From an optimization exercise on the open Yosys and OpenROAD flow, aimed at small area; shortcuts taken in it are not production practice. In this exercise RTL edits were held to simulation tests only and were not proved equivalent to the original. The clock port is modelled as an ideal driver; clocking choices that lean on that would not hold on a real chip. Power figures rest on the tool's default switching activity, not on a simulated workload.

Setup of old:
Design morbo_crom, start of the top module:
module morbo_crom (
  input             clk,
  input             RST,             
  input      [31:0] CMD,
  input      [31:0] OPERAND,
  output reg [31:0] RESULT,
  input      [11:0] EXT_ADDR,        
  output     [31:0] EXT_DATA,
  output     [31:0] HDR_MIRROR,
  output     [31:0] BUSOPT_MIRROR,
  output            VALID_OUT
);
export LEC_CHECK = 0
export CAP_MARGIN = 10
export CELL_PAD_IN_SITES_DETAIL_PLACEMENT = 1
export CELL_PAD_IN_SITES_GLOBAL_PLACEMENT = 1
export CORE_MARGIN = 2
export CORE_UTILIZATION = 35
export PLACE_DENSITY = 0.65
export SLEW_MARGIN = 10
export SYNTH_HIERARCHICAL = 1
create_clock -name core_clock -period 10.0 [get_ports {clk}]
standard.sh (not shown) runs the stock make flow with config.mk's settings and CLKGATE_MAP_FILE= SYNTH_SCRIPT=/design/flow/synth_recipe.tcl, a recipe that flattens the netlist after the stock synthesis.
==> flow/flow/run.sh <==
#!/bin/bash
# Layout flow: the standard flow, with clock tree synthesis run without
# dummy loads and with a fixed buffer type and sink clustering.
set -euo pipefail
export CTS_ARGS="-sink_clustering_enable -repair_clock_nets -dont_use_dummy_load -sink_clustering_size 30 -sink_clustering_max_diameter 60 -buf_list sky130_fd_sc_hd__clkbuf_16"
bash standard.sh > standard.log 2>&1
Finished, but not clean: old, with capacitance limit, slew limit, setup timing.
## Diff of input files: new against old
==> flow/flow/run.sh <==
#!/bin/bash
# Layout flow: the standard flow (standard.sh) with these changes:
#  - the ports are buffered with sky130_fd_sc_hd__buf_1 cells;
#  - clock tree synthesis runs without dummy loads, with clkbuf_8 buffers and
#    sink clusters of at most 24 sinks within 70 um;
#  - after clock tree synthesis, flow/post_cts.tcl turns each leaf clock
#    buffer whose flip-flop clock pins see a slew above 100 ps into a
#    clkbuf_16 and legalizes the placement again.
# The full make/OpenROAD output goes to standard.log; ORFS's per-step logs
# are under orfs/logs.
set -euo pipefail
export BUFFER_PORTS_ARGS="-buffer_cell sky130_fd_sc_hd__buf_1"
export CTS_ARGS="-sink_clustering_enable -repair_clock_nets -dont_use_dummy_load -sink_clustering_size 24 -sink_clustering_max_diameter 70 -buf_list sky130_fd_sc_hd__clkbuf_8"
export POST_CTS_TCL="$PWD/flow/post_cts.tcl"
bash standard.sh > standard.log 2>&1
==> flow/flow/post_cts.tcl (new file) <==
# POST_CTS hook: a leaf clock buffer (clkbuf_8 driving only flip-flop clock
# pins) whose clock pins see a slew above 100 ps becomes a clkbuf_16; then the
# placement is legalized again.
estimate_parasitics -placement
set big [get_lib_cells sky130_fd_sc_hd__clkbuf_16]
set n 0
foreach inst [get_cells *] {
  if {[get_property $inst ref_name] ne "sky130_fd_sc_hd__clkbuf_8"} { continue }
  set out [get_pins -of_objects $inst -filter "direction==output"]
  set loads [get_pins -of_objects [get_nets -of_objects $out] -filter "direction==input"]
  set leaf 1
  set worst 0
  foreach l $loads {
    if {[get_property $l lib_pin_name] ne "CLK"} { set leaf 0; break }
    set s [get_property $l slew_max]
    if {$s > $worst} { set worst $s }
  }
  if {$leaf && $worst > 0.100} {
    replace_cell $inst $big
    incr n
  }
}
puts "post_cts: upsized $n leaf clock buffers to clkbuf_16"
estimate_parasitics -placement
detailed_placement
check_placement -verbose
estimate_parasitics -placement
--- a/flow/config.mk
+++ b/flow/config.mk
@@ -8 +8 @@
-export CAP_MARGIN = 10
+export CAP_MARGIN = 30
@@ -12,3 +12,4 @@
-export CORE_UTILIZATION = 35
-export PLACE_DENSITY = 0.65
-export SLEW_MARGIN = 10
+export CORE_UTILIZATION = 45
+export PLACE_DENSITY = 0.8
+export SETUP_SLACK_MARGIN = 1.0
+export SLEW_MARGIN = 30
Notes after the runs:
- new vs old, share of post-route cells with drive strength above 1 went down by 1.3 points.
- Switching power of the nets was higher in the run labelled old.
- Die outline height: new and old compared, lower one is new
- old → new: routed wire length dropped 5.9%, via count climbed 4689, sequential share of layout area climbed 1.8 points, number of design-rule violations left by the first detailed-router iteration climbed 22%, final total power dropped about 11%.
- In new, the initial cell density of the core came out 10 points above the value in old.
- Against old, new comes in 2.5% higher on largest net degree at the start of global routing.
- Ratio of final minimum period to clock period was higher in the run labelled old.
- new ran to completion and came out clean on the timing, DRC and antenna checks.

========
Setup of v6:
morbo_crom, a different RTL version from the one above (not shown whole).
Size: roughly 15000 cells after synthesis, roughly 210 I/O pins.
export LEC_CHECK = 0
export CAP_MARGIN = 30
export CELL_PAD_IN_SITES_DETAIL_PLACEMENT = 1
export CELL_PAD_IN_SITES_GLOBAL_PLACEMENT = 1
export CORE_MARGIN = 2
export CORE_UTILIZATION = 45
export PLACE_DENSITY = 0.8
export SETUP_SLACK_MARGIN = 1.0
export SLEW_MARGIN = 30
export SYNTH_HIERARCHICAL = 1
create_clock -name core_clock -period 10.0 [get_ports {clk}]
==> flow/flow/run.sh <==
#!/bin/bash
# Layout flow: the standard flow (standard.sh) with these changes:
#  - the ports are buffered with sky130_fd_sc_hd__buf_1 cells;
#  - clock tree synthesis runs without dummy loads, with clkbuf_8 buffers and
#    sink clusters of at most 24 sinks within 70 um;
#  - after clock tree synthesis, flow/post_cts.tcl turns each leaf clock
#    buffer whose flip-flop clock pins see a slew above 100 ps into a
#    clkbuf_16 and legalizes the placement again.
# The full make/OpenROAD output goes to standard.log; ORFS's per-step logs
# are under orfs/logs.
set -euo pipefail
export BUFFER_PORTS_ARGS="-buffer_cell sky130_fd_sc_hd__buf_1"
export CTS_ARGS="-sink_clustering_enable -repair_clock_nets -dont_use_dummy_load -sink_clustering_size 24 -sink_clustering_max_diameter 70 -buf_list sky130_fd_sc_hd__clkbuf_8"
export POST_CTS_TCL="$PWD/flow/post_cts.tcl"
bash standard.sh > standard.log 2>&1
==> flow/flow/post_cts.tcl <==
# POST_CTS hook: a leaf clock buffer (clkbuf_8 driving only flip-flop clock
# pins) whose clock pins see a slew above 100 ps becomes a clkbuf_16; then the
# placement is legalized again.
estimate_parasitics -placement
set big [get_lib_cells sky130_fd_sc_hd__clkbuf_16]
set n 0
foreach inst [get_cells *] {
  if {[get_property $inst ref_name] ne "sky130_fd_sc_hd__clkbuf_8"} { continue }
  set out [get_pins -of_objects $inst -filter "direction==output"]
  set loads [get_pins -of_objects [get_nets -of_objects $out] -filter "direction==input"]
  set leaf 1
  set worst 0
  foreach l $loads {
    if {[get_property $l lib_pin_name] ne "CLK"} { set leaf 0; break }
    set s [get_property $l slew_max]
    if {$s > $worst} { set worst $s }
  }
  if {$leaf && $worst > 0.100} {
    replace_cell $inst $big
    incr n
  }
}
puts "post_cts: upsized $n leaf clock buffers to clkbuf_16"
estimate_parasitics -placement
detailed_placement
check_placement -verbose
estimate_parasitics -placement
No stage failed in v6, and the final checks on the layout all came back clean.
Changes in v7 relative to v6:
- SETUP_SLACK_MARGIN changed from 1.0 to 0.7
- GPL_ROUTABILITY_DRIVEN newly set to 0
==> comparison <==
v7 completed; timing, DRC and antenna clean. v7 vs. v6: met1 routed wirelength after detailed routing fell 4800 µm; via count rose 632; met2 capacity usage during global routing fell 1.0 points. Taking v6 as the reference, in v7 maximum frequency went up 0.0025 GHz; total of fill cells in the finished design increased by 143 relative to the old numbers. Cell with the largest stage delay on the worst path = sky130_fd_sc_hd__a222oi_1: v7; cell with the largest stage delay on the worst path = sky130_fd_sc_hd__nor4_4: v6. Reg2reg setup slack: v7 lower than v6. v7 against v6: wire length moved down, count of clock-buffer cells in the layout went down 8, layout overhead on the synthesized area now smaller, power share of the combinational group climbed 0.4 points.

[afterwards: timing with drivers on the ports]
Ports are ideal in the flow. The routed layouts listed here were re-timed in OpenROAD.
Step 1, drivers: a clkbuf_16 drives clk and a buf_2 each remaining input, both assumed.
Step 2 moves the port delays by t, midway between the first and last clock arrival at a register: inputs arrive t later, outputs are due t later. That takes back most of the time a late clock gives input paths.
Three values: no drivers, after step 1, after step 2; two values: the first two.
run | shift t [ns] | slack for setup (ns) | worst setup path at the end | worst register clock-pin slew, ns
old | 1.170 | -0.270 / -0.486 / -0.486 | input to output | 0.09 / 0.09
new | 1.342 | 0.667 / 0.455 / 0.455 | input to output | 0.11 / 0.11
v6 | 1.349 | 0.627 / 0.368 / -0.097 | input to register | 0.11 / 0.11
v7 | 1.300 | 0.846 / 0.537 / -0.462 | input to register | 0.11 / 0.11
Met with ideal ports but missed after step 2: setup timing in v6 and v7. The setup slack of v7, which loses most, moves by -0.309 ns with the drivers and by -1.308 ns with both steps.
